From an optimization exercise on the open Yosys and OpenROAD flow, aimed at small area, a short achievable clock period and few clock cycles per item; shortcuts taken in it are not production practice. RTL that was checked went through simulation tests only; none was proved equivalent to the original. No functional check of the RTL was part of runs 1 and 2. Power figures rest on the tool's default switching activity, not on a simulated workload.

==> flow/design.v <==
module sge_fsk_mod (
    input  wire       clk,
    input  wire       rst,
    input  wire       cfg_msb_first,    
    input  wire       cfg_invert_ss,    
    input  wire       in_valid,
    output wire       in_ready,
    input  wire [7:0] in_data,
    input  wire       in_last,
    output wire       out_valid,
    input  wire       out_ready,
    output wire [7:0] out_sample,
    output wire       out_last
);
    localparam [7:0]  SYNC_BYTE = 8'hAB;
    localparam [2:0] M_IDLE  = 3'd0;
    localparam [2:0] M_LEAD  = 3'd1;
    localparam [2:0] M_SYNC0 = 3'd2;
    localparam [2:0] M_SYNC1 = 3'd3;
    localparam [2:0] M_DATA  = 3'd4;
    localparam [2:0] M_TRAIL = 3'd5;
    reg  [2:0]  mode;       
    reg  [3:0]  bidx;       
    reg  [5:0]  samp;       
    reg         tone_q;     
    reg         nbit_q;     
    reg         last_q;     
    reg         ir_q;       
    reg         iv_q;       
    reg         ov_q;
    reg  [7:0]  os_q;
    reg         ol_q;
    assign in_ready   = ir_q;
    assign out_valid  = ov_q;
    assign out_sample = os_q;
    assign out_last   = ol_q;
    wire bit_end   = (samp == 6'd39);
    wire frame_end = bit_end && (bidx == 4'd15);
    wire stall     = (mode == M_DATA) && (bidx == 4'd0) && (samp == 6'd0) && !iv_q;
    wire have      = (mode != M_IDLE) && !stall;
    wire load      = have && (!ov_q || out_ready);
    function [6:0] qsin;
        input [6:0] k;
        begin
            case (k)
            7'd0: qsin = 7'd0;
            7'd1: qsin = 7'd3;
            7'd2: qsin = 7'd6;
            7'd3: qsin = 7'd9;
            7'd4: qsin = 7'd12;
            7'd5: qsin = 7'd16;
            7'd6: qsin = 7'd19;
            7'd7: qsin = 7'd22;
            7'd8: qsin = 7'd25;
            7'd9: qsin = 7'd28;
            7'd10: qsin = 7'd31;
            7'd11: qsin = 7'd34;
            7'd12: qsin = 7'd37;
            7'd13: qsin = 7'd40;
            7'd14: qsin = 7'd43;
            7'd15: qsin = 7'd46;
            7'd16: qsin = 7'd49;
            7'd17: qsin = 7'd51;
            7'd18: qsin = 7'd54;
            7'd19: qsin = 7'd57;
            7'd20: qsin = 7'd60;
            7'd21: qsin = 7'd63;
            7'd22: qsin = 7'd65;
            7'd23: qsin = 7'd68;
            7'd24: qsin = 7'd71;
            7'd25: qsin = 7'd73;
            7'd26: qsin = 7'd76;
            7'd27: qsin = 7'd78;
            7'd28: qsin = 7'd81;
            7'd29: qsin = 7'd83;
            7'd30: qsin = 7'd85;
            7'd31: qsin = 7'd88;
            7'd32: qsin = 7'd90;
            7'd33: qsin = 7'd92;
            7'd34: qsin = 7'd94;
            7'd35: qsin = 7'd96;
            7'd36: qsin = 7'd98;
            7'd37: qsin = 7'd100;
            7'd38: qsin = 7'd102;
            7'd39: qsin = 7'd104;
            7'd40: qsin = 7'd106;
            7'd41: qsin = 7'd107;
            7'd42: qsin = 7'd109;
            7'd43: qsin = 7'd111;
            7'd44: qsin = 7'd112;
            7'd45: qsin = 7'd113;
            7'd46: qsin = 7'd115;
            7'd47: qsin = 7'd116;
            7'd48: qsin = 7'd117;
            7'd49: qsin = 7'd118;
            7'd50: qsin = 7'd120;
            7'd51: qsin = 7'd121;
            7'd52: qsin = 7'd122;
            7'd53: qsin = 7'd122;
            7'd54: qsin = 7'd123;
            7'd55: qsin = 7'd124;
            7'd56: qsin = 7'd125;
            7'd57: qsin = 7'd125;
            7'd58: qsin = 7'd126;
            7'd59: qsin = 7'd126;
            7'd60: qsin = 7'd126;
            7'd61: qsin = 7'd127;
            7'd62: qsin = 7'd127;
            7'd63: qsin = 7'd127;
            7'd64: qsin = 7'd127;
            default: qsin = 7'd0;
            endcase
        end
    endfunction
    reg  [7:1] ph1;    
    reg  [15:8] ph8;    
    reg         c8;
    reg  [23:16] ph16;    
    reg         c16;
    reg  [31:24] ph24;    
    reg         c24;
    wire        tone_a4 = ahead4 ? nbit_q : tone_q;
    wire [7:0] sum1 = {1'b0, ph1} + (tone_a4 ? 8'd51 : 8'd94) + 1'b0;
    wire        tone_a3 = ahead3 ? nbit_q : tone_q;
    wire [8:0] sum8 = {1'b0, ph8} + (tone_a3 ? 9'd102 : 9'd187) + c8;
    wire        tone_a2 = ahead2 ? nbit_q : tone_q;
    wire [8:0] sum16 = {1'b0, ph16} + (tone_a2 ? 9'd102 : 9'd187) + c16;
    wire        tone_a1 = ahead1 ? nbit_q : tone_q;
    wire [8:0] sum24 = {1'b0, ph24} + (tone_a1 ? 9'd6 : 9'd11) + c24;
    always @(posedge clk) begin
        if (rst || load) begin
          if (rst) begin
            ph1 <= 7'd76;
            ph8 <= 8'd51;
            c8 <= 1'b0;
            ph16 <= 8'd204;
            c16 <= 1'b1;
            ph24 <= 8'd6;
            c24 <= 1'b0;
          end else begin
            ph1 <= sum1[6:0];
            c8 <= sum1[7];
            ph8 <= sum8[7:0];
            c16 <= sum8[8];
            ph16 <= sum16[7:0];
            c24 <= sum16[8];
            ph24 <= sum24[7:0];
          end
        end
    end
    wire ahead1 = (samp >= 6'd39);
    wire ahead2 = (samp >= 6'd38);
    wire ahead3 = (samp >= 6'd37);
    wire ahead4 = (samp >= 6'd36);
    reg        sg_q;
    reg  [6:0] k_q;
    wire [6:0] k_n = ph24[30] ? (7'd0 - ph24[30:24]) : ph24[30:24];
    wire [6:0] m_q = qsin(k_q);
    wire [7:0] sine_q = sg_q ? (8'd0 - {1'b0, m_q}) : {1'b0, m_q};
    always @(posedge clk) begin
        if (rst || load) begin
            sg_q <= !rst && ph24[31];
            k_q  <= rst ? 7'd0 : k_n;
        end
    end
    reg  [2:0] n_mode;
    reg  [3:0] n_bidx;
    always @(*) begin
        n_mode = mode;
        n_bidx = bidx + 4'd1;
        if (bidx == 4'd15) begin
            case (mode)
                M_LEAD:  n_mode = M_SYNC0;
                M_SYNC0: n_mode = M_SYNC1;
                M_SYNC1: n_mode = M_DATA;
                M_DATA:  n_mode = last_q ? M_TRAIL : M_DATA;
                default: n_mode = M_LEAD;     
            endcase
            if (n_mode == M_LEAD || n_mode == M_TRAIL)
                n_bidx = 4'd14;
        end
    end
    wire       n_tonepart = (n_mode == M_LEAD) || (n_mode == M_TRAIL);
    wire [2:0] d_idx = cfg_msb_first ? {n_bidx[2], ~n_bidx[1:0]} : {~n_bidx[2], n_bidx[1:0]};
    wire [2:0] s_idx = {n_bidx[2], ~n_bidx[1:0]};
    reg n_bit;
    always @(*) begin
        if (n_tonepart)
            n_bit = 1'b1;
        else if (n_bidx < 4'd4)
            n_bit = cfg_invert_ss;
        else if (n_bidx < 4'd12)
            n_bit = (n_mode == M_DATA) ? in_data[d_idx] : SYNC_BYTE[s_idx];
        else
            n_bit = !cfg_invert_ss;
    end
    wire start = (mode == M_IDLE) && in_valid;
    always @(posedge clk) begin
        if (rst || start || (load && frame_end))
            mode <= rst ? M_IDLE : start ? M_LEAD :
                    (mode == M_TRAIL) ? (in_valid ? M_LEAD : M_IDLE) : n_mode;
    end
    always @(posedge clk) begin
        if (rst) begin
            ir_q <= 1'b0;
            ov_q <= 1'b0;
            iv_q <= 1'b0;
        end else begin
            iv_q <= in_valid && !ir_q;
            if (ir_q && in_valid)
                ir_q <= 1'b0;
            if (!ov_q || out_ready)
                ov_q <= have;
            if (load && (mode == M_DATA) && (bidx == 4'd11) && bit_end)
                ir_q <= 1'b1;
        end
    end
    always @(posedge clk) begin
        nbit_q <= n_bit;
        if (ir_q && in_valid)
            last_q <= in_last;
        if ((mode == M_IDLE) || (load && bit_end)) begin
            bidx   <= (mode == M_IDLE) ? 4'd14 : n_bidx;
            tone_q <= (mode == M_IDLE) ? 1'b1 : nbit_q;
        end
        if ((mode == M_IDLE) || load)
            samp <= ((mode == M_IDLE) || bit_end) ? 6'd0 : samp + 6'd1;
        if (load) begin
            os_q <= sine_q;
            ol_q <= (mode == M_TRAIL) && frame_end;
        end
    end
endmodule
==> flow/flow/run.sh <==
#!/bin/bash
# The standard layout (the standard.sh) with two changes:
# - after the standard synthesis, the combinational logic is mapped again by
#   abc with a stronger area script (flow/reopt.sh); every register keeps its
#   cell, name and connections;
# - the port buffers are buf_2 cells instead of the default choice.
# Synthesis leaves full and half adders as plain gates (no adder cells).
set -euo pipefail
export ADDER_MAP_FILE=
export BUFFER_PORTS_ARGS="-buffer_cell sky130_fd_sc_hd__buf_2"
R=orfs/results/$FLOW_PLATFORM/sge_fsk_mod/base
bash standard.sh synth > synth.log 2>&1
cp $R/1_2_yosys.v std_synth.v
bash flow/reopt.sh std_synth.v $R/1_2_yosys.v reopt $PWD/flow/abc_deep.script > reopt_summary.log 2>&1
rm -f $R/1_synth.odb
bash standard.sh finish > flow.log 2>&1
==> flow/flow/abc_deep.script <==
strash
&get -n
&deepsyn -T 60
&dch -f
&nf -R 1000
&put
==> flow/flow/cells2v.py <==
#!/usr/bin/env python3
"""Rewrite a netlist of sky130 cells: every combinational cell becomes an
assign of its liberty function; sequential cells stay as instances.
usage: cells2v.py LIBERTY IN.v OUT.v"""
import os, re, sys
lib, src_path, dst_path = sys.argv[1:4]
funcs, seq = {}, set()
cur = pin = None
for line in open(lib):
    m = re.match(r'\s*cell\s*\(\s*"?(\w+)"?\s*\)', line)
    if m:
        cur = m.group(1); funcs[cur] = {}; continue
    if cur and re.match(r'\s*(ff|latch|ff_bank|latch_bank)\s*\(', line):
        seq.add(cur)
    m = re.match(r'\s*pin\s*\(\s*"?(\w+)"?\s*\)', line)
    if m:
        pin = m.group(1); continue
    m = re.match(r'\s*function\s*:\s*"(.*)"', line)
    if m and cur:
        funcs[cur][pin] = m.group(1)
src = open(src_path).read()
inst_re = re.compile(r'\n(\s*)(sky130_fd_sc_hd__\w+)\s+(\S+)\s*\((.*?)\);', re.S)
assigns = []
def repl(m):
    cell, conns = m.group(2), m.group(4)
    if cell in seq or (os.environ.get("KEEP_ADDERS") and re.search(r"__(fa|ha)_", cell)):
        return m.group(0)
    pins = dict((a, b.strip()) for a, b in re.findall(r'\.(\w+)\(([^()]*)\)', conns))
    for op, f in funcs[cell].items():
        if op not in pins or not pins[op]:
            continue
        e = f.replace('!', '~').replace("'", '')
        e = re.sub(r'\b([A-Z]\w*)\b', lambda mm: '(' + pins[mm.group(1)] + ' )' if mm.group(1) in pins else mm.group(1), e)
        e = re.sub(r'(?<![\w\\$])1(?![\w\]])', "1'b1", e) if e.strip() in ('1',) else e
        if e.strip() == '0': e = "1'b0"
        if e.strip() == '1': e = "1'b1"
        assigns.append(f"  assign {pins[op]} = {e};")
    return ''
res = inst_re.sub(repl, src)
res = res.replace('endmodule', '\n'.join(assigns) + '\nendmodule')
open(dst_path, 'w').write(res)
==> flow/flow/reopt.sh <==
#!/bin/bash
# usage: reopt.sh IN_NETLIST OUT_NETLIST WORKDIR ABC_SCRIPT
# re-optimises the combinational logic of a synthesized netlist with abc;
# sequential cells and their names are kept
set -euo pipefail
IN=$1; OUT=$2; W=$3; SCR=$4
HERE=$(cd "$(dirname "$0")" && pwd)
LIB=${LIB:-$FLOW_HOME/platforms/sky130hd/lib/sky130_fd_sc_hd__tt_025C_1v80.lib}
mkdir -p $W
python3 $HERE/cells2v.py $LIB $IN $W/comb0.v
if [ -n "${LATE_PORTS:-}" ]; then python3 $HERE/lmux.py $W/comb0.v $W/comb.v $LATE_PORTS; else cp $W/comb0.v $W/comb.v; fi
DU=""
for c in sky130_fd_sc_hd__probe_p_8 sky130_fd_sc_hd__probec_p_8 'sky130_fd_sc_hd__lpflow_*'; do DU="$DU -dont_use $c"; done
cat > $W/reopt.ys <<EOY
read_liberty -lib $LIB
read_verilog $W/comb.v
hierarchy -top sge_fsk_mod
proc; opt_clean
techmap; opt -fast
abc -liberty $LIB $DU -script $SCR
opt_clean -purge
hilomap -singleton -hicell sky130_fd_sc_hd__conb_1 HI -locell sky130_fd_sc_hd__conb_1 LO
splitnets
opt_clean -purge
stat -liberty $LIB
write_verilog -noattr -noexpr -nohex -nodec $OUT
EOY
yosys -s $W/reopt.ys > $W/reopt.log 2>&1
grep "Chip area" $W/reopt.log
==> flow/standard.sh <==
#!/bin/bash
# synth_recipe.tcl (not shown) runs the flow's synth.tcl, then flattens the netlist and writes it again
# the make line also repeats each setting of config.mk as NAME=value (left out here)
make -C /OpenROAD-flow-scripts/flow DESIGN_CONFIG=/design/flow/config.mk WORK_HOME=/design/flow/orfs CLKGATE_MAP_FILE= SYNTH_SCRIPT=/design/flow/synth_recipe.tcl "${@:-finish}"
==> flow/config.mk <==
export PLATFORM = sky130hd
export DESIGN_NAME = sge_fsk_mod
export DESIGN_NICKNAME = sge_fsk_mod
export VERILOG_FILES = /design/flow/design.v
export SDC_FILE = /design/flow/constraint.sdc
export NUM_CORES = 4
export LEC_CHECK = 0
export ABC_AREA = 1
export CAP_MARGIN = 20
export CORE_MARGIN = 2
export CORE_UTILIZATION = 40
export SETUP_SLACK_MARGIN = 5
export SLEW_MARGIN = 20
==> flow/constraint.sdc <==
create_clock -name core_clock -period 8.5 [get_ports {clk}]
set_input_delay 1.7000 -clock core_clock [delete_from_list [all_inputs] [get_ports {clk}]]
set_output_delay 1.7000 -clock core_clock [all_outputs]
set_load 0.01 [all_outputs]
==> out/results.ini, run 1 <==
[status]
status=complete, no violations

[finish]
count_of_placed_standard_cells_in_the_final_layout_fillers_left_out=612
share_of_final_layout_standard_cells_stronger_than_drive_strength_1=0.164
synthToLayoutAreaGrowth_pct=16.5
design.final.nets=486
antenna_cells_inserted=0

[drt]
post-route-drc-count=0
route.detailed.vias_per_inst=5.31
drtAntennaViolNets=0
totalWireLength_um=8180
drt_iter0_drc=126
avgRoutedWirePerCell_um=13.4
vias=3251
firstDrtPassIters=4

[die]
core_area_um2=10200
die_height_um=106
floorplan.io_pins=26
floorplan.rows=37
fp.dieArea_um2=11200
floorplan.initialDensity=0.405
chipWidth_um=106

[worst_setup_path]
cp-end-kind=flip-flop
worst-endpoint-required_ps=8590
crit_path_max_fanout=7
worst-endpoint-arrival_ps=3500
worst_r2r_startpoint=samp[3]$_SDFFCE_PP0P_
startpoint_type=flip-flop
worstSetupStartpoint=samp[3]$_SDFFCE_PP0P_
critical_path_type=flip-flop to flip-flop
worst-r2r-cell-count=15

[timing]
fin_tns_setup_ps=0
slew_headroom=0.337
finalWorstPathRequiredPeriod_ps=3410
setup_viol=0
slew_viol_final=0
rsz_0062_raised_after_global_routing=yes
worst-slew-pin-transition_ps=994
final_hold_viols=0
timing.final.crit_share=0.401
fmax_mhz=293
final.setup_skew_ps=11.0

[min_path]
hold_path.class=flip-flop to flip-flop
min-delay-start=ir_q$_SDFFE_PP0P_
holdPathStages=1

[place]
placed_wire_length_estimate_after_detailed_placement_um=5340
place.gp.congestion=0.863
place_inst=582
port_buffers=25

[grt]
overall_fraction_of_global_route_tracks_in_use=0.149
grt_antenna_before_repair=0
grt_overflow_total=0
grt_pass1_wl_um=13600
grt_start_max_net_pins=49
first_global_vias=3018

[yosys]
post_synth_instance_area_um2=4130
synth.yosys.warnings=1
syn-instance-count=420
synth_nets=435
syn_avg_cell_area_um2=9.83

[clock_tree]
cts_buffers=9
htree_levels=3
clkSlewWorstSetupHoldPaths_ps=80
tritoncts=yes
numClockSinks=70
clk-insertion-delay-late_ps=340
clock_tree.root_cell=clkbuf_8
clk_path_buf_depth=2

[run]
max_cap_violation_count=0

[pwr]
irDropWorstVdd_mv=0.174
p_leak_uw=0.00174
pwr_density_cell_nw_per_um2=367

critical path: stages, from the launching register on:
cell	delay (ps)
edfxtp_1	380
or2_4	290
o21ai_4	200
nor2_1	110
mux2i_4	230
maj3_2	380
o21ai_4	150
o21ai_2	90
maj3_1	360
and2_0	190
a21oi_2	150
nor2b_4	180
o21ai_0	80
a21boi_0	140
a21oi_1	130
o21ai_0	90
per-stage QoR:
step	cell area [µm²]	total power (µW)	hold slack (ps)	setup slack, ps	util
after floorplan	4180	1290	486	5030	-
after global placement	4480	1440	470	4840	0.440
after detailed placement	4480	1460	473	4770	0.440
after CTS	4680	1710	478	4920	0.459
after global routing	4810	1900	512	4890	0.472
final	4810	1770	473	5090	0.472
final timing paths:
kind | end | slack [ps]
max | ph16[23]$_SDFFCE_PP1P_ | 5090
min | iv_q$_SDFF_PP0_ | 470
max reg2reg | ph16[23]$_SDFFCE_PP1P_ | 5090
min reg2reg | iv_q$_SDFF_PP0_ | 470
report_power, final:
part | internal, µW | total [µW] | switching [µW]
logic | 388 | 824 | 436
clock network | 113 | 235 | 122
registers | 565 | 706 | 141
cells in the final DEF, fill, tap and decap left out, drive strengths merged, types with 6 or more instances in the layout:
| cell type | instances |
|---|---|
| nand2 | 35 |
| nor3 | 20 |
| buf | 40 |
| and3 | 11 |
| a21oi | 43 |
| clkinv | 15 |
| o22ai | 6 |
| clkbuf | 12 |
| o21a | 9 |
| nor2b | 8 |
| nand2b | 11 |
| edfxtp | 66 |
| o21ai | 34 |
| xnor2 | 22 |
| nor2 | 51 |
| xor2 | 16 |
| or2 | 6 |
| maj3 | 7 |
| and2 | 8 |
state kept, by name (all words and copies together) (netlist names), 3 cells and up:
name and cells:
os_q 8, bidx 4, mode 3, ph16 8
k_q 7, ph1 7, ph8 8, samp 6
ph24 8
final cells by class:
| type | count | area, µm² |
|---|---|---|
| clock buffer | 12 | 145 |
| clock inverter | 4 | 22.5 |
| fill | 984 | 5380 |
| inverter | 12 | 45.0 |
| multi-input combinational | 338 | 2130 |
| sequential | 70 | 2060 |
| tap | 136 | 170 |
| timing repair buffer | 40 | 238 |
routing by layer:
metal / global-route usage / vias to the layer above / wire [µm]
li1: - / 1666 / -
met5: 0 / - / 0
met4: 0.0404 / 0 / 95
met3: 0.0371 / 7 / 274
met2: 0.248 / 50 / 3910
met1: 0.194 / 1528 / 3900
what timing repair did:
item / in CTS / in global routing
hold buffers: 0 / 0
cloned: 0 / 0
resized for setup: 2 / 16
setup buffers: 3 / 11
pin swaps: 0 / 5
setup endpoints to repair: 5 / 14
==> run 2, diff against run 1 <==
--- a/flow/flow/run.sh
+++ b/flow/flow/run.sh
@@ -15,2 +15,2 @@
 rm -f $R/1_synth.odb
-bash standard.sh finish > flow.log 2>&1
+bash standard.sh SETUP_SLACK_MARGIN=6 finish > flow.log 2>&1
==> out/results.ini, run 2 <==
[drt]
drtAntennaViolNets=0
drt_iter0_drc=150
post-route-drc-count=0
route.detailed.vias_per_inst=5.34
totalWireLength_um=9620
avgRoutedWirePerCell_um=14.3
vias=3601
firstDrtPassIters=6

[yosys]
syn-instance-count=420
post_synth_instance_area_um2=4130
synth_nets=435
syn_avg_cell_area_um2=9.83
synth.yosys.warnings=1

[finish]
count_of_placed_standard_cells_in_the_final_layout_fillers_left_out=674
synthToLayoutAreaGrowth_pct=36.9
antenna_cells_inserted=0
share_of_final_layout_standard_cells_stronger_than_drive_strength_1=0.351
final_cell_mix=66 x edfxtp_1, 63 x buf_4, 45 x nor2_1, 37 x a21oi_1, 31 x nand2_1
design.final.nets=548
final_common_cell=edfxtp_1

[timing]
setup_viol=0
timing.final.crit_share=0.391
rsz_0062_raised_after_global_routing=yes
finalWorstPathRequiredPeriod_ps=3330
worst-slew-pin-transition_ps=676
slew_headroom=0.546
fin_tns_setup_ps=0
fmax_mhz=301
final_hold_viols=0
final.setup_skew_ps=8.66
slew_viol_final=0

[die]
floorplan.io_pins=26
core_area_um2=10200
fp.dieArea_um2=11200
floorplan.initialDensity=0.405
floorplan.rows=37
die_height_um=106
chipWidth_um=106

[clock_tree]
clkSlewWorstSetupHoldPaths_ps=80
clk_path_buf_depth=2
cts_buffers=9
clk-insertion-delay-late_ps=350
cts_hold_repair.buffers=0
clock_tree.root_cell=clkbuf_8
htree_levels=3
numClockSinks=70
tritoncts=yes

[worst_setup_path]
cp-end-kind=flip-flop
startpoint_type=flip-flop
crit_path_cell_trace=or2_4, o21ai_4, buf_6, nor2_4, mux2i_4, maj3_2, o21ai_2, o21ai_2, maj3_2, and2_4, a21oi_4, nor2b_4, o21ai_1, a21boi_2, a21oi_1, o21ai_1
worst-endpoint-arrival_ps=3420
critical_path_type=flip-flop to flip-flop
slowest_stage=edfxtp_1
crit_path_max_fanout=5
worst-endpoint-required_ps=8600
crit_buf_inv=1
crit_family=compound AO/OA/AOI/OAI gates
max_stage_delay_ps=390

[grt]
grt_overflow_total=0
grt_pass1_wl_um=15400
grt_antenna_before_repair=0
overall_fraction_of_global_route_tracks_in_use=0.170
grt_start_max_net_pins=50
first_global_vias=3311

[place]
placed_wire_length_estimate_after_detailed_placement_um=5450
port_buffers=25
place_inst=583
place.gp.congestion=0.846

[pwr]
p_leak_uw=0.00218
irDropWorstVdd_mv=0.174
pwr_density_cell_nw_per_um2=394

[status]
status=complete, no violations

[min_path]
hold_path.class=flip-flop to flip-flop

[run]
max_cap_violation_count=0

## run 2: worst paths after layout
path | from | to | slack (ps) | cells after the start
min reg2reg | ir_q$_SDFFE_PP0P_ | iv_q$_SDFF_PP0_ | 540 | 2
min | ir_q$_SDFFE_PP0P_ | iv_q$_SDFF_PP0_ | 540 | 2
max | samp[4]$_SDFFCE_PP0P_ | ph16[23]$_SDFFCE_PP1P_ | 5170 | 16
max reg2reg | samp[4]$_SDFFCE_PP0P_ | ph16[23]$_SDFFCE_PP1P_ | 5170 | 16
## run 2: cell type report
class	instances	area [µm²]
Clock buffer	10	138
Timing Repair Buffer	101	772
Multi-Input combinational cell	339	2380
Tap cell	136	170
Sequential cell	70	2060
Clock inverter	6	85.1
Inverter	12	46.3
Fill cell	883	4530
## run 2: repair_timing
| item | in CTS | in global routing |
|---|---|---|
| setup endpoints to repair | 87 | 90 |
| buffers inserted | 57 | 17 |
| gates resized for setup | 40 | 35 |
| pin swaps | 27 | 20 |
| cloned | 1 | 0 |
## run 2: worst reg2reg max path: stages (launching register included)
cell and delay [ps]:
edfxtp_1 390, or2_4 310, o21ai_4 200, buf_6 130, nor2_4 40, mux2i_4 190, maj3_2 330, o21ai_2 150
o21ai_2 90, maj3_2 320, and2_4 180, a21oi_4 140, nor2b_4 170, o21ai_1 70, a21boi_2 160, a21oi_1 140
o21ai_1 80
## run 2: where the power goes
group / leakage [µW] / switching [µW] / internal [µW]
Combinational: 0.00137 / 581 / 650
Sequential: 0.000710 / 128 / 565
Clock: 0.000108 / 129 / 172
## run 2: routing by layer
metal / part of all wire / global-route usage / wire [µm]
met4: 0.020 / 0.0611 / 189
met3: 0.046 / 0.0377 / 439
met1: 0.44 / 0.217 / 4250
met5: 0 / 0 / 0
met2: 0.49 / 0.286 / 4750
## run 2: metrics by stage
stage          total power, µW  hold WS [ps]   util  cell area (µm²)  setup WS (ps)
6_report                  2230           536  0.555             5650           5170
5_1_grt                   2370           548  0.555             5650           5030
4_1_cts                   2070           534  0.530             5400           5250
3_5_place_dp              1510           470  0.452             4600           4910
3_3_place_gp              1500           462  0.452             4600           5020
2_1_floorplan             1340           486      -             4290           5150
==> run 3, diff against run 2 <==
--- a/flow/design.v
+++ b/flow/design.v
@@ -114,36 +114,57 @@
     endfunction
-    reg  [7:1] ph1;    
-    reg  [15:8] ph8;    
+    reg  [3:1] ph1;    
+    reg  [7:4] ph4;    
+    reg         c4;
+    reg  [11:8] ph8;    
     reg         c8;
-    reg  [23:16] ph16;    
+    reg  [15:12] ph12;    
+    reg         c12;
+    reg  [19:16] ph16;    
     reg         c16;
+    reg  [23:20] ph20;    
+    reg         c20;
     reg  [31:24] ph24;    
     reg         c24;
+    wire        tone_a6 = ahead6 ? nbit_q : tone_q;
+    wire [3:0] sum1 = {1'b0, ph1} + (tone_a6 ? 4'd3 : 4'd6) + 1'b0;
+    wire        tone_a5 = ahead5 ? nbit_q : tone_q;
+    wire [4:0] sum4 = {1'b0, ph4} + (tone_a5 ? 5'd6 : 5'd11) + c4;
     wire        tone_a4 = ahead4 ? nbit_q : tone_q;
-    wire [7:0] sum1 = {1'b0, ph1} + (tone_a4 ? 8'd51 : 8'd94) + 1'b0;
+    wire [4:0] sum8 = {1'b0, ph8} + (tone_a4 ? 5'd6 : 5'd11) + c8;
     wire        tone_a3 = ahead3 ? nbit_q : tone_q;
-    wire [8:0] sum8 = {1'b0, ph8} + (tone_a3 ? 9'd102 : 9'd187) + c8;
+    wire [4:0] sum12 = {1'b0, ph12} + (tone_a3 ? 5'd6 : 5'd11) + c12;
     wire        tone_a2 = ahead2 ? nbit_q : tone_q;
-    wire [8:0] sum16 = {1'b0, ph16} + (tone_a2 ? 9'd102 : 9'd187) + c16;
+    wire [4:0] sum16 = {1'b0, ph16} + (tone_a2 ? 5'd6 : 5'd11) + c16;
     wire        tone_a1 = ahead1 ? nbit_q : tone_q;
-    wire [8:0] sum24 = {1'b0, ph24} + (tone_a1 ? 9'd6 : 9'd11) + c24;
+    wire [4:0] sum20 = {1'b0, ph20} + (tone_a1 ? 5'd6 : 5'd11) + c20;
+    wire [8:0] sum24 = {1'b0, ph24} + (tone_q ? 9'd6 : 9'd11) + c24;
     always @(posedge clk) begin
-        if (rst || load) begin
-          if (rst) begin
-            ph1 <= 7'd76;
-            ph8 <= 8'd51;
+        if (rst) begin
+            ph1 <= 3'd2;
+            ph4 <= 4'd15;
+            c4 <= 1'b1;
+            ph8 <= 4'd9;
             c8 <= 1'b0;
-            ph16 <= 8'd204;
+            ph12 <= 4'd3;
+            c12 <= 1'b0;
+            ph16 <= 4'd12;
             c16 <= 1'b1;
-            ph24 <= 8'd6;
+            ph20 <= 4'd6;
+            c20 <= 1'b0;
+            ph24 <= 8'd0;
             c24 <= 1'b0;
-          end else begin
-            ph1 <= sum1[6:0];
-            c8 <= sum1[7];
-            ph8 <= sum8[7:0];
-            c16 <= sum8[8];
-            ph16 <= sum16[7:0];
-            c24 <= sum16[8];
+        end else if (load) begin
+            ph1 <= sum1[2:0];
+            c4 <= sum1[3];
+            ph4 <= sum4[3:0];
+            c8 <= sum4[4];
+            ph8 <= sum8[3:0];
+            c12 <= sum8[4];
+            ph12 <= sum12[3:0];
+            c16 <= sum12[4];
+            ph16 <= sum16[3:0];
+            c20 <= sum16[4];
+            ph20 <= sum20[3:0];
+            c24 <= sum20[4];
             ph24 <= sum24[7:0];
-          end
         end
@@ -154,13 +175,14 @@
     wire ahead4 = (samp >= 6'd36);
-    reg        sg_q;
-    reg  [6:0] k_q;
-    wire [6:0] k_n = ph24[30] ? (7'd0 - ph24[30:24]) : ph24[30:24];
-    wire [6:0] m_q = qsin(k_q);
-    wire [7:0] sine_q = sg_q ? (8'd0 - {1'b0, m_q}) : {1'b0, m_q};
-    always @(posedge clk) begin
-        if (rst || load) begin
-            sg_q <= !rst && ph24[31];
-            k_q  <= rst ? 7'd0 : k_n;
-        end
-    end
+    wire ahead5 = (samp >= 6'd35);
+    wire ahead6 = (samp >= 6'd34);
+    function [7:0] sine;
+        input [7:0] i;
+        reg [6:0] k;
+        reg [6:0] m;
+        begin
+            k = i[6] ? (7'd0 - i[6:0]) : i[6:0];
+            m = qsin(k);
+            sine = i[7] ? (8'd0 - {1'b0, m}) : {1'b0, m};
+        end
+    endfunction
     reg  [2:0] n_mode;
@@ -196,10 +218,5 @@
     end
-    wire start = (mode == M_IDLE) && in_valid;
-    always @(posedge clk) begin
-        if (rst || start || (load && frame_end))
-            mode <= rst ? M_IDLE : start ? M_LEAD :
-                    (mode == M_TRAIL) ? (in_valid ? M_LEAD : M_IDLE) : n_mode;
-    end
     always @(posedge clk) begin
         if (rst) begin
+            mode <= M_IDLE;
             ir_q <= 1'b0;
@@ -211,6 +228,12 @@
                 ir_q <= 1'b0;
+            if (mode == M_IDLE && in_valid)
+                mode <= M_LEAD;
             if (!ov_q || out_ready)
                 ov_q <= have;
-            if (load && (mode == M_DATA) && (bidx == 4'd11) && bit_end)
-                ir_q <= 1'b1;
+            if (load) begin
+                if (frame_end)
+                    mode <= (mode == M_TRAIL) ? (in_valid ? M_LEAD : M_IDLE) : n_mode;
+                if ((mode == M_DATA) && (bidx == 4'd11) && bit_end)
+                    ir_q <= 1'b1;
+            end
         end
@@ -221,11 +244,17 @@
             last_q <= in_last;
-        if ((mode == M_IDLE) || (load && bit_end)) begin
-            bidx   <= (mode == M_IDLE) ? 4'd14 : n_bidx;
-            tone_q <= (mode == M_IDLE) ? 1'b1 : nbit_q;
-        end
-        if ((mode == M_IDLE) || load)
-            samp <= ((mode == M_IDLE) || bit_end) ? 6'd0 : samp + 6'd1;
+        if (mode == M_IDLE) begin
+            bidx   <= 4'd14;
+            samp   <= 6'd0;
+            tone_q <= 1'b1;
+        end
         if (load) begin
-            os_q <= sine_q;
+            os_q <= sine(ph24);
             ol_q <= (mode == M_TRAIL) && frame_end;
+            if (bit_end) begin
+                samp   <= 6'd0;
+                bidx   <= n_bidx;
+                tone_q <= nbit_q;
+            end else begin
+                samp <= samp + 6'd1;
+            end
         end
--- a/flow/flow/run.sh
+++ b/flow/flow/run.sh
@@ -15,2 +15,2 @@
 rm -f $R/1_synth.odb
-bash standard.sh SETUP_SLACK_MARGIN=6 finish > flow.log 2>&1
+bash standard.sh finish > flow.log 2>&1
==> out/results.ini, run 3 <==
[clock_tree]
clk-insertion-delay-late_ps=330
tritoncts=yes
clkSlewWorstSetupHoldPaths_ps=70
clock_tree.root_cell=clkbuf_8
clk_path_buf_depth=2
numClockSinks=65
htree_levels=3
cts_hold_repair.buffers=0
cts_buffers=9

[worst_setup_path]
worst-r2r-cell-count=16
worst-endpoint-required_ps=8580
worst_r2r_startpoint=ph24[24]$_SDFFE_PP0P_
cp-end-kind=flip-flop
critical_path_type=flip-flop to flip-flop
worst-r2r-setup-slack_ps=5220
rr_endpoint=os_q[6]$_DFFE_PP_
crit_path_max_fanout=11
startpoint_type=flip-flop
worstSetupStartpoint=ph24[24]$_SDFFE_PP0P_
worst-endpoint-arrival_ps=3350
timing.critical_path.to=os_q[6]$_DFFE_PP_

[grt]
grt_pass1_wl_um=13900
grt_start_max_net_pins=44
grt_overflow_total=0
grt_antenna_before_repair=0
first_global_vias=3005
overall_fraction_of_global_route_tracks_in_use=0.168

[timing]
fmax_mhz=305
rsz_0062_raised_after_global_routing=yes
worst-slew-pin-transition_ps=876
final.setup_skew_ps=9.39
final_hold_viols=0
fin_tns_setup_ps=0
slew_viol_final=0
timing.final.crit_share=0.386
finalWorstPathRequiredPeriod_ps=3280
slew_headroom=0.399
setup_viol=0

[finish]
design.final.nets=493
reg_top3=os_q: 8 flops, ph24: 8 flops, samp: 6 flops
final_cell_mix=56 x a21oi_1, 54 x nor2_1, 47 x dfxtp_1, 36 x o21ai_0, 28 x nand2_1
final_common_cell=a21oi_1
antenna_cells_inserted=0
share_of_final_layout_standard_cells_stronger_than_drive_strength_1=0.130
finish.instance_area_um2=4340
synthToLayoutAreaGrowth_pct=17.6
fillerInstances=874

[die]
floorplan.io_pins=26
floorplan.initialDensity=0.405
core_area_um2=9110
chipWidth_um=100
floorplan.rows=35
fp.dieArea_um2=10000
die_height_um=100

[pwr]
p_leak_uw=0.00158
irDropWorstVdd_mv=0.103
totalPowerFinal_uw=844
pwr_density_cell_nw_per_um2=194

[place]
placed_area_um2=3960
port_buffers=25
placed_wire_length_estimate_after_detailed_placement_um=5350
place.gp.congestion=0.943

[drt]
route.detailed.vias_per_inst=5.57
vias=3310
avgRoutedWirePerCell_um=13.3
drt_iter0_drc=317
firstDrtPassIters=4
drtAntennaViolNets=0
post-route-drc-count=0
totalWireLength_um=7930

[min_path]
hold_path.class=flip-flop to flip-flop

[yosys]
syn_avg_cell_area_um2=8.47
synth.yosys.warnings=1
syn-instance-count=436
post_synth_instance_area_um2=3690
synth_nets=451

[run]
max_cap_violation_count=0

[status]
status=complete, no violations

-- run 3: critical path, stage by stage, from the launching register on --
cell	delay, ps
dfxtp_2	360
or2_4	310
o21ai_2	290
xor2_4	290
a22oi_1	170
nor2_2	210
nor2_1	60
o21ai_0	180
a31oi_1	140
nand2_1	140
a21bo_1	150
nand2_1	50
nand2_1	100
a21bo_1	140
nand2_1	70
o21a_1	210
xor2_1	140
-- run 3: layer usage --
metal | vias up | share of wire | GRT usage
met5 | - | 0 | 0
li1 | 1685 | - | -
met2 | 83 | 0.45 | 0.270
met4 | 0 | 0.010 | 0.0537
met3 | 9 | 0.041 | 0.0258
met1 | 1533 | 0.50 | 0.234
-- run 3: how the worst min path moves through the flow --
stage,from,end,slack [ps],cells after the start
floorplan,ph20[21]$_SDFFE_PP1P_,ph20[21]$_SDFFE_PP1P_,440,2
global placement,ph20[21]$_SDFFE_PP1P_,ph20[21]$_SDFFE_PP1P_,440,2
detailed placement,ph4[5]$_SDFFE_PP1P_,ph4[5]$_SDFFE_PP1P_,460,2
CTS,ph4[5]$_SDFFE_PP1P_,ph4[5]$_SDFFE_PP1P_,460,2
global route,ph4[5]$_SDFFE_PP1P_,ph4[5]$_SDFFE_PP1P_,490,2
finish,ph4[5]$_SDFFE_PP1P_,ph4[5]$_SDFFE_PP1P_,460,2
-- run 3: what timing repair did --
action	in CTS	in global routing
pin swaps	1	2
resized for setup	12	13
setup endpoints to repair	8	7
gates cloned	0	0
setup buffers	1	5
-- run 3: area by class of cell --
| type | count | area (µm²) | share of cell area |
|---|---|---|---|
| tap | 111 | 139 | 0.0320 |
| clock inverter | 6 | 82.6 | 0.0190 |
| clock buffer | 10 | 128 | 0.0294 |
| timing repair buffer | 31 | 170 | 0.0392 |
| sequential | 65 | 1460 | 0.337 |
| inverter | 11 | 46.3 | 0.0107 |
| multi-input combinational | 360 | 2310 | 0.533 |
-- run 3: stage by stage --
stage	worst slack (ps)	instances	utilization	hold WS [ps]
2_1_floorplan	5120	436	-	437
6_report	5220	594	0.477	462
4_1_cts	5040	589	0.466	463
5_1_grt	4890	594	0.477	486
3_5_place_dp	4500	572	0.435	455
3_3_place_gp	4610	572	0.435	444
-- run 3: where the power goes --
part / internal [µW] / switching (µW)
Clock: 164 / 120
Combinational: 80.4 / 102
Sequential: 347 / 30.0
Testbench counts of run 3, summed over its fixed seeds: cycles 107,536, samples 107,520.
==> run 4, diff against run 3 <==
--- a/flow/config.mk
+++ b/flow/config.mk
@@ -10,3 +10,3 @@
 export CORE_MARGIN = 2
-export CORE_UTILIZATION = 40
+export CORE_UTILIZATION = 60
 export SETUP_SLACK_MARGIN = 5
==> out/results.ini, run 4 <==
[worst_setup_path]
startpoint_type=flip-flop
crit_path_max_fanout=9
cp-end-kind=flip-flop
worst-endpoint-required_ps=8570
critical_path_type=flip-flop to flip-flop
worst-endpoint-arrival_ps=3440

[timing]
fmax_mhz=297
timing.final.crit_share=0.396
final_hold_viols=0
slew_viol_final=0
finalWorstPathRequiredPeriod_ps=3370
worst-slew-pin-transition_ps=970
fin_tns_setup_ps=0
final.setup_skew_ps=8.56
timing.hold.ws_ps=460
slew_headroom=0.348
rsz_0062_raised_after_global_routing=yes
setup_viol=0

[pwr]
total_switching_power_uw=254
netSwitchingFraction=0.320
p_clk_frac=0.294
irDropWorstVdd_mv=0.157
pwr_density_cell_nw_per_um2=187
totalPowerFinal_uw=796
combPwrFrac=0.232
pwr-share-seq=0.474
cellInternalPower_uw=541
p_leak_uw=0.00155

[place]
place.gp.congestion=0.924
port_buffers=25
placed_area_um2=3920
place_inst=537
placed_wire_length_estimate_after_detailed_placement_um=5460

[finish]
design.final.nets=494
share_of_final_layout_standard_cells_stronger_than_drive_strength_1=0.128
synthToLayoutAreaGrowth_pct=15.1
finish.instance_area_um2=4250
fillerInstances=485
reg_top3=os_q: 8 flops, ph24: 8 flops, samp: 6 flops
count_of_placed_standard_cells_in_the_final_layout_fillers_left_out=559
antenna_cells_inserted=0
final_cell_mix=55 x nor2_1, 55 x a21oi_1, 48 x dfxtp_1, 37 x o21ai_0, 28 x nand2_1

[drt]
firstDrtPassIters=5
vias=3395
avgRoutedWirePerCell_um=14.4
drtAntennaViolNets=0
drt_iter0_drc=198
totalWireLength_um=8020
post-route-drc-count=0
route.detailed.vias_per_inst=6.07

[grt]
grt_start_max_net_pins=44
first_global_vias=2964
grt_pass1_wl_um=12700
grt_antenna_before_repair=0
overall_fraction_of_global_route_tracks_in_use=0.241
grt_overflow_total=0

[clock_tree]
htree_levels=3
numClockSinks=65
cts_buffers=9
clk-insertion-delay-late_ps=340
clock_tree.root_cell=clkbuf_8
tritoncts=yes
clkSlewWorstSetupHoldPaths_ps=70
clk_path_buf_depth=2

[yosys]
synth_nets=451
syn-instance-count=436
post_synth_instance_area_um2=3690
synth.yosys.warnings=1
syn_avg_cell_area_um2=8.47

[status]
status=complete, no violations

[die]
fp.dieArea_um2=6800
floorplan.io_pins=26
floorplan.initialDensity=0.624
die_height_um=82.4
chipWidth_um=82.4
core_area_um2=5920
floorplan.rows=28

[min_path]
hold_path.class=flip-flop to flip-flop

[run]
max_cap_violation_count=0

[run 4: repair_timing]
| item | 4_1_cts | 5_1_grt |
|---|---|---|
| resized for setup | 7 | 14 |
| hold buffers | 0 | 0 |
| buffers inserted | 0 | 6 |
| endpoints found under the setup margin | 7 | 8 |
| pin swaps | 0 | 2 |
[run 4: per-layer routing]
| metal | vias to the layer above | GRT usage | share of wire |
|---|---|---|---|
| met5 | - | 0 | 0 |
| met4 | 0 | 0.0767 | 0.013 |
| met3 | 16 | 0.0511 | 0.050 |
| met2 | 111 | 0.415 | 0.48 |
| met1 | 1577 | 0.299 | 0.46 |
| li1 | 1691 | - | - |
[run 4: worst max-delay path, cell delays in order, from the launching register on]
cell and delay, ps:
dfxtp_1 380, or2_4 320, o21ai_2 220, xor2_2 320
a22oi_1 160, nor2_1 280, nor2_1 60, o21ai_0 200
a31oi_1 140, nand2_1 140, a21bo_1 140, nand2_1 50
nand2_1 100, a21bo_1 140, nand2_1 70, o21a_1 220
xor2_1 140
[run 4: path summary, 6_finish.rpt]
check,startpoint,to,slack [ps],cells past startpoint
setup / recovery,ph24[24]$_SDFFE_PP0P_,os_q[6]$_DFFE_PP_,5130,16
hold / removal,ph20[21]$_SDFFE_PP1P_,ph20[21]$_SDFFE_PP1P_,460,2
setup reg to reg,ph24[24]$_SDFFE_PP0P_,os_q[6]$_DFFE_PP_,5130,16
hold reg to reg,ph20[21]$_SDFFE_PP1P_,ph20[21]$_SDFFE_PP1P_,460,2
[run 4: power groups by stage]
stage               Combinational, µW  Clock [µW]  Sequential [µW]
finish                            184         234              377
global route                      207         249              381
CTS                               178         237              375
detailed placement                176           0              382
global placement                  172           0              379
floorplan                         137           0              377
[run 4: per-stage QoR]
stage               utilization  setup WS, ps
finish                    0.718          5130
global route              0.718          4900
CTS                       0.698          4950
detailed placement        0.663          4510
global placement          0.663          4620
floorplan                     -          5120
[run 4: final cells by class]
class	instances	area, µm²	area share
flip-flops and latches	65	1460	0.344
clock buffers	12	145	0.0342
inverters	11	46.3	0.0109
multi-input cells	360	2290	0.540
repair buffers	32	178	0.0418
well taps	75	93.8	0.0221
clock inverters	4	28.8	0.00677
==> run 5, diff against run 4 <==
--- a/flow/config.mk
+++ b/flow/config.mk
@@ -10,3 +10,3 @@
 export CORE_MARGIN = 2
-export CORE_UTILIZATION = 60
+export CORE_UTILIZATION = 75
 export SETUP_SLACK_MARGIN = 5
==> out/results.ini, run 5 <==
[grt]
grt_start_max_net_pins=44
grt_overflow_total=0
grt_antenna_before_repair=0
overall_fraction_of_global_route_tracks_in_use=0.368
first_global_vias=3462
grt_pass1_wl_um=15500

[worst_setup_path]
rr_endpoint=os_q[6]$_DFFE_PP_
worst-endpoint-required_ps=8580
crit_path_max_fanout=9
startpoint_type=flip-flop
timing.critical_path.to=os_q[6]$_DFFE_PP_
critical_path_type=flip-flop to flip-flop
worst-endpoint-arrival_ps=3450
cp-end-kind=flip-flop
worst-r2r-cell-count=16
worstSetupStartpoint=ph24[25]$_SDFFE_PP0P_
worst-r2r-setup-slack_ps=5130
worst_r2r_startpoint=ph24[25]$_SDFFE_PP0P_

[die]
die_height_um=74.2
floorplan.initialDensity=0.782
chipWidth_um=74.2
core_area_um2=4720
fp.dieArea_um2=5500
floorplan.rows=25
floorplan.io_pins=26

[clock_tree]
clk_path_buf_depth=2
clk-insertion-delay-late_ps=350
tritoncts=yes
cts_buffers=9
clock_tree.root_cell=clkbuf_8
clkSlewWorstSetupHoldPaths_ps=70
numClockSinks=65
cts_hold_repair.buffers=0
htree_levels=3

[timing]
slew_viol_final=0
finalWorstPathRequiredPeriod_ps=3370
rsz_0062_raised_after_global_routing=no
final.setup_skew_ps=13.6
fmax_mhz=297
slew_headroom=0.329
timing.hold.ws_ps=459
worst-slew-pin-transition_ps=996
setup_viol=0
timing.final.crit_share=0.396
fin_tns_setup_ps=0
final_hold_viols=0

[yosys]
syn_avg_cell_area_um2=8.47
syn-instance-count=436
synth_nets=451
synth.yosys.warnings=1
post_synth_instance_area_um2=3690

[finish]
synthToLayoutAreaGrowth_pct=16.6
antenna_cells_inserted=0
final_common_cell=a21oi_1
finish.instance_area_um2=4310
reg_top3=os_q: 8 flops, ph24: 8 flops, samp: 6 flops
design.final.nets=492
final_cell_mix=56 x a21oi_1, 54 x nor2_1, 46 x dfxtp_1, 34 x o21ai_0, 28 x nand2_1
share_of_final_layout_standard_cells_stronger_than_drive_strength_1=0.135

[pwr]
p_leak_uw=0.00159
pwr_density_cell_nw_per_um2=198
irDropWorstVdd_mv=0.176

[run]
max_cap_violation_count=0

[place]
placed_wire_length_estimate_after_detailed_placement_um=5900
place.gp.congestion=0.990
placed_area_um2=3910
port_buffers=25

[drt]
drtAntennaViolNets=0
vias=3796
route.detailed.vias_per_inst=6.91
post-route-drc-count=0
firstDrtPassIters=5
totalWireLength_um=10400
avgRoutedWirePerCell_um=18.9
drt_iter0_drc=469

[status]
status=complete, no violations

[min_path]
hold_path.class=flip-flop to flip-flop

==> run 5: repair_timing <==
item                       CTS  global route
pin swaps                    2             3
gates resized for setup     13            20
buffers inserted             3             2
setup endpoints to repair    7             7
==> run 5: worst min path at each step <==
stage / startpoint / to / slack, ps / cells past startpoint
floorplan: ph20[21]$_SDFFE_PP1P_ / ph20[21]$_SDFFE_PP1P_ / 440 / 2
global placement: ir_q$_SDFF_PP0_ / iv_q$_SDFF_PP0_ / 440 / 1
detailed placement: ir_q$_SDFF_PP0_ / iv_q$_SDFF_PP0_ / 450 / 1
CTS: ir_q$_SDFF_PP0_ / iv_q$_SDFF_PP0_ / 460 / 1
global route: ph20[21]$_SDFFE_PP1P_ / ph20[21]$_SDFFE_PP1P_ / 480 / 2
finish: ir_q$_SDFF_PP0_ / iv_q$_SDFF_PP0_ / 460 / 1
==> run 5: critical path: stages (launching register included) <==
cell and delay [ps]:
dfxtp_1 420, or2_4 230, nand2_2 150, xnor2_4 320, nor2_1 160, a22o_1 230
o21ai_1 160, o221ai_1 170, a31oi_1 240, nand2_1 120, a21bo_1 210, nand2_1 60
nand2_1 90, a21bo_1 210, nand2_1 90, o21a_1 170, xor2_1 80
==> run 5: final cells by class <==
cell class                 instances  area (µm²)
multi-input combinational        360        2340
sequential                        65        1470
fill                             195         417
timing repair buffer              30         175
clock buffer                      11         141
tap                               67        83.8
clock inverter                     5        55.1
inverter                          11        46.3
==> run 5: per-stage QoR <==
step,power [µW],worst slack (ps),util,cells
floorplan,514,5120,-,436
global placement,550,4630,0.827,528
detailed placement,561,4580,0.827,528
CTS,833,5050,0.890,547
global route,879,4980,0.912,549
finish,854,5130,0.912,549
==> run 5: where the power goes <==
group / leakage (µW) / switching (µW) / internal [µW]
Combinational: 0.000923 / 122 / 82.9
Sequential: 0.000568 / 34.0 / 347
Clock: 0.0000953 / 126 / 143
Total: 0.00159 / 282 / 572
==> run 5: layer usage <==
layer  track usage  share of wire  vias up
li1              -              -     1683
met1         0.422           0.38     1747
met2         0.632           0.49      290
met3        0.0894          0.089       76
met4         0.200          0.050        0
met5             0              0        -
==> run 6, diff against run 5 <==
==> flow/flow/abc_deep.script (replaced) <==
strash
&get -n
&deepsyn -T 30
&put
dch -f
map -a
--- a/flow/flow/cells2v.py
+++ b/flow/flow/cells2v.py
@@ -4,3 +4,3 @@
 usage: cells2v.py LIBERTY IN.v OUT.v"""
-import os, re, sys
+import re, sys
 lib, src_path, dst_path = sys.argv[1:4]
@@ -25,3 +25,3 @@
     cell, conns = m.group(2), m.group(4)
-    if cell in seq or (os.environ.get("KEEP_ADDERS") and re.search(r"__(fa|ha)_", cell)):
+    if cell in seq:
         return m.group(0)
--- a/flow/flow/reopt.sh
+++ b/flow/flow/reopt.sh
@@ -9,4 +9,3 @@
 mkdir -p $W
-python3 $HERE/cells2v.py $LIB $IN $W/comb0.v
-if [ -n "${LATE_PORTS:-}" ]; then python3 $HERE/lmux.py $W/comb0.v $W/comb.v $LATE_PORTS; else cp $W/comb0.v $W/comb.v; fi
+python3 $HERE/cells2v.py $LIB $IN $W/comb.v
 DU=""
--- a/flow/config.mk
+++ b/flow/config.mk
@@ -10,3 +10,3 @@
 export CORE_MARGIN = 2
-export CORE_UTILIZATION = 75
+export CORE_UTILIZATION = 40
 export SETUP_SLACK_MARGIN = 5
==> out/results.ini, run 6 <==
[yosys]
syn_avg_cell_area_um2=6.85
synth.yosys.warnings=1
synth_nets=564
post_synth_instance_area_um2=3760
syn-instance-count=549

[pwr]
pwr_density_cell_nw_per_um2=180
p_leak_uw=0.00164
irDropWorstVdd_mv=0.0795

[drt]
vias=3671
drt_iter0_drc=127
firstDrtPassIters=5
post-route-drc-count=0
avgRoutedWirePerCell_um=11.9
drtAntennaViolNets=0
totalWireLength_um=8440
route.detailed.vias_per_inst=5.19

[timing]
final.setup.worst_slack_ps=5230
fmax_mhz=306
final.setup_skew_ps=10.1
fin_tns_setup_ps=0
timing.final.crit_share=0.385
slew_viol_final=0
setup_viol=0
finalWorstPathRequiredPeriod_ps=3270
worst-slew-pin-transition_ps=748
rsz_0062_raised_after_global_routing=no
slew_headroom=0.496
final_hold_viols=0

[die]
core_area_um2=9200
floorplan.io_pins=26
floorplan.initialDensity=0.409
fp.dieArea_um2=10200
chipWidth_um=101
die_height_um=101
floorplan.rows=35

[grt]
grt_start_max_net_pins=44
first_global_vias=3283
grt_pass1_wl_um=14700
grt_overflow_total=0
grt_antenna_before_repair=0
overall_fraction_of_global_route_tracks_in_use=0.178

[clock_tree]
tritoncts=yes
clkSlewWorstSetupHoldPaths_ps=70
cts_hold_repair.buffers=0
clk_path_buf_depth=2
clk-insertion-delay-late_ps=320
htree_levels=3
cts_buffers=9
clock_tree.root_cell=clkbuf_8
numClockSinks=65

[worst_setup_path]
max_stage_delay_ps=420
crit_path_max_fanout=43
crit_buf_inv=5
cp-end-kind=flip-flop
crit_family=buffers and inverters
worst-endpoint-required_ps=8740
worst-endpoint-arrival_ps=3510
slowest_stage=buf_4
crit_path_cell_trace=buf_2, clkinv_2, a21oi_4, buf_4, clkinv_4, nor2_4, clkinv_2, nor2_4, a211oi_1, a211oi_1
startpoint_type=input port
critical_path_type=input port to flip-flop

[finish]
final_cell_mix=96 x nand2_1, 86 x nor2_1, 72 x clkinv_1, 60 x o21ai_0, 50 x a21oi_1
fillerInstances=932
final_common_cell=nand2_1
finish.instance_area_um2=4370
count_of_placed_standard_cells_in_the_final_layout_fillers_left_out=707
design.final.nets=606
synthToLayoutAreaGrowth_pct=16.3
reg_top3=os_q: 8 flops, ph24: 8 flops, samp: 6 flops
share_of_final_layout_standard_cells_stronger_than_drive_strength_1=0.122
antenna_cells_inserted=0

[run]
max_cap_violation_count=0

[place]
place.gp.congestion=0.839
place_inst=686
placed_wire_length_estimate_after_detailed_placement_um=6170
port_buffers=25
preCtsSetupSlack_ps=4690
placed_area_um2=4060

[status]
status=complete, no violations

[min_path]
hold_path.class=flip-flop to flip-flop

==> run 6: changes by cell type in the layout (fill, tap and decap cells not counted), sizes merged, moves of 8 or more <==
cell,delta
clkinv,+64
maj3,-8
nand2,+68
nand2b,-10
nand3,+10
nor2,+39
o21ai,+21
xnor2,-13
xor2,-8
==> run 6: worst paths after layout <==
path	start	endpoint	slack, ps	cells past startpoint
worst max-delay path	out_ready	mode[0]$_SDFF_PP0_	5230	10
worst max register to register	ph24[25]$_SDFFE_PP0P_	os_q[6]$_DFFE_PP_	5270	17
worst min register to register	ph8[9]$_SDFFE_PP0P_	ph8[9]$_SDFFE_PP0P_	450	2
worst min-delay path	ph8[9]$_SDFFE_PP0P_	ph8[9]$_SDFFE_PP0P_	450	2
==> run 6: power breakdown <==
part | leakage [µW] | internal (µW) | switching (µW)
registers | 0.000568 | 344 | 16.9
logic | 0.000979 | 59.7 | 103
clock network | 0.0000978 | 152 | 110
==> run 6: tightest hold or removal path, cell delays in order (launching register included) <==
cell and delay [ps]:
dfxtp_1 300, clkinv_1 50, a21oi_1 50
==> run 6: repair_timing <==
action,CTS,global route
endpoints found under the setup margin,4,5
gates cloned,0,0
gates resized for setup,6,17
pin swaps,0,3
buffers inserted,0,5
==> run 6: metal layers <==
layer | part of all wire | wire, µm | vias up | GRT usage
li1 | - | - | 1935 | -
met1 | 0.50 | 4260 | 1676 | 0.241
met2 | 0.45 | 3830 | 56 | 0.293
met3 | 0.031 | 263 | 4 | 0.0312
met4 | 0.0095 | 80 | 0 | 0.0499
met5 | 0 | 0 | - | 0
==> run 6: cell type report <==
class / instances / area [µm²] / area share
Multi-Input combinational cell: 407 / 2090 / 0.479
Clock buffer: 13 / 160 / 0.0366
Timing Repair Buffer: 31 / 170 / 0.0389
Inverter: 77 / 303 / 0.0693
Tap cell: 111 / 139 / 0.0318
Sequential cell: 65 / 1470 / 0.336
Clock inverter: 3 / 37.5 / 0.00859
==> run 6: per-stage QoR <==
| step | hold WS (ps) | utilization | power, µW |
|---|---|---|---|
| after floorplan | 431 | - | 484 |
| after global placement | 441 | 0.442 | 519 |
| after detailed placement | 447 | 0.442 | 522 |
| after CTS | 458 | 0.465 | 787 |
| after global routing | 470 | 0.475 | 835 |
| final | 452 | 0.475 | 786 |

re-timing with driven ports:
Ports are ideal in the flow. The routed layouts listed here were re-timed in OpenROAD.
Step 1, drivers: a clkbuf_16 drives clk and a buf_2 each remaining input, both assumed.
Step 2 times the ports against the registers' clock, not the clock port: input delays grow and output delays shrink by t, the midpoint of the rising clock arrivals with the driver on.
Slacks: no drivers / after step 1 / after step 2; pairs: no drivers / after step 1.
| run | shift t [ns] | setup slack, ns | clock arrival spread, ns |
|---|---|---|---|
| run 1 | 0.370 | 5.090 / 5.090 / 4.848 | 0.011 / 0.011 |
| run 2 | 0.374 | 5.175 / 5.175 / 5.175 | 0.008 / 0.009 |
| run 3 | 0.360 | 5.222 / 5.222 / 5.039 | 0.009 / 0.010 |
| run 4 | 0.359 | 5.135 / 5.135 / 5.081 | 0.008 / 0.009 |
| run 5 | 0.376 | 5.134 / 5.134 / 4.864 | 0.014 / 0.013 |
| run 6 | 0.353 | 5.230 / 5.237 / 4.884 | 0.010 / 0.010 |
After both steps setup and hold are still met in every run listed. The setup slack of run 6, which loses most, moves by +0.007 ns with the drivers and by -0.346 ns with both steps.
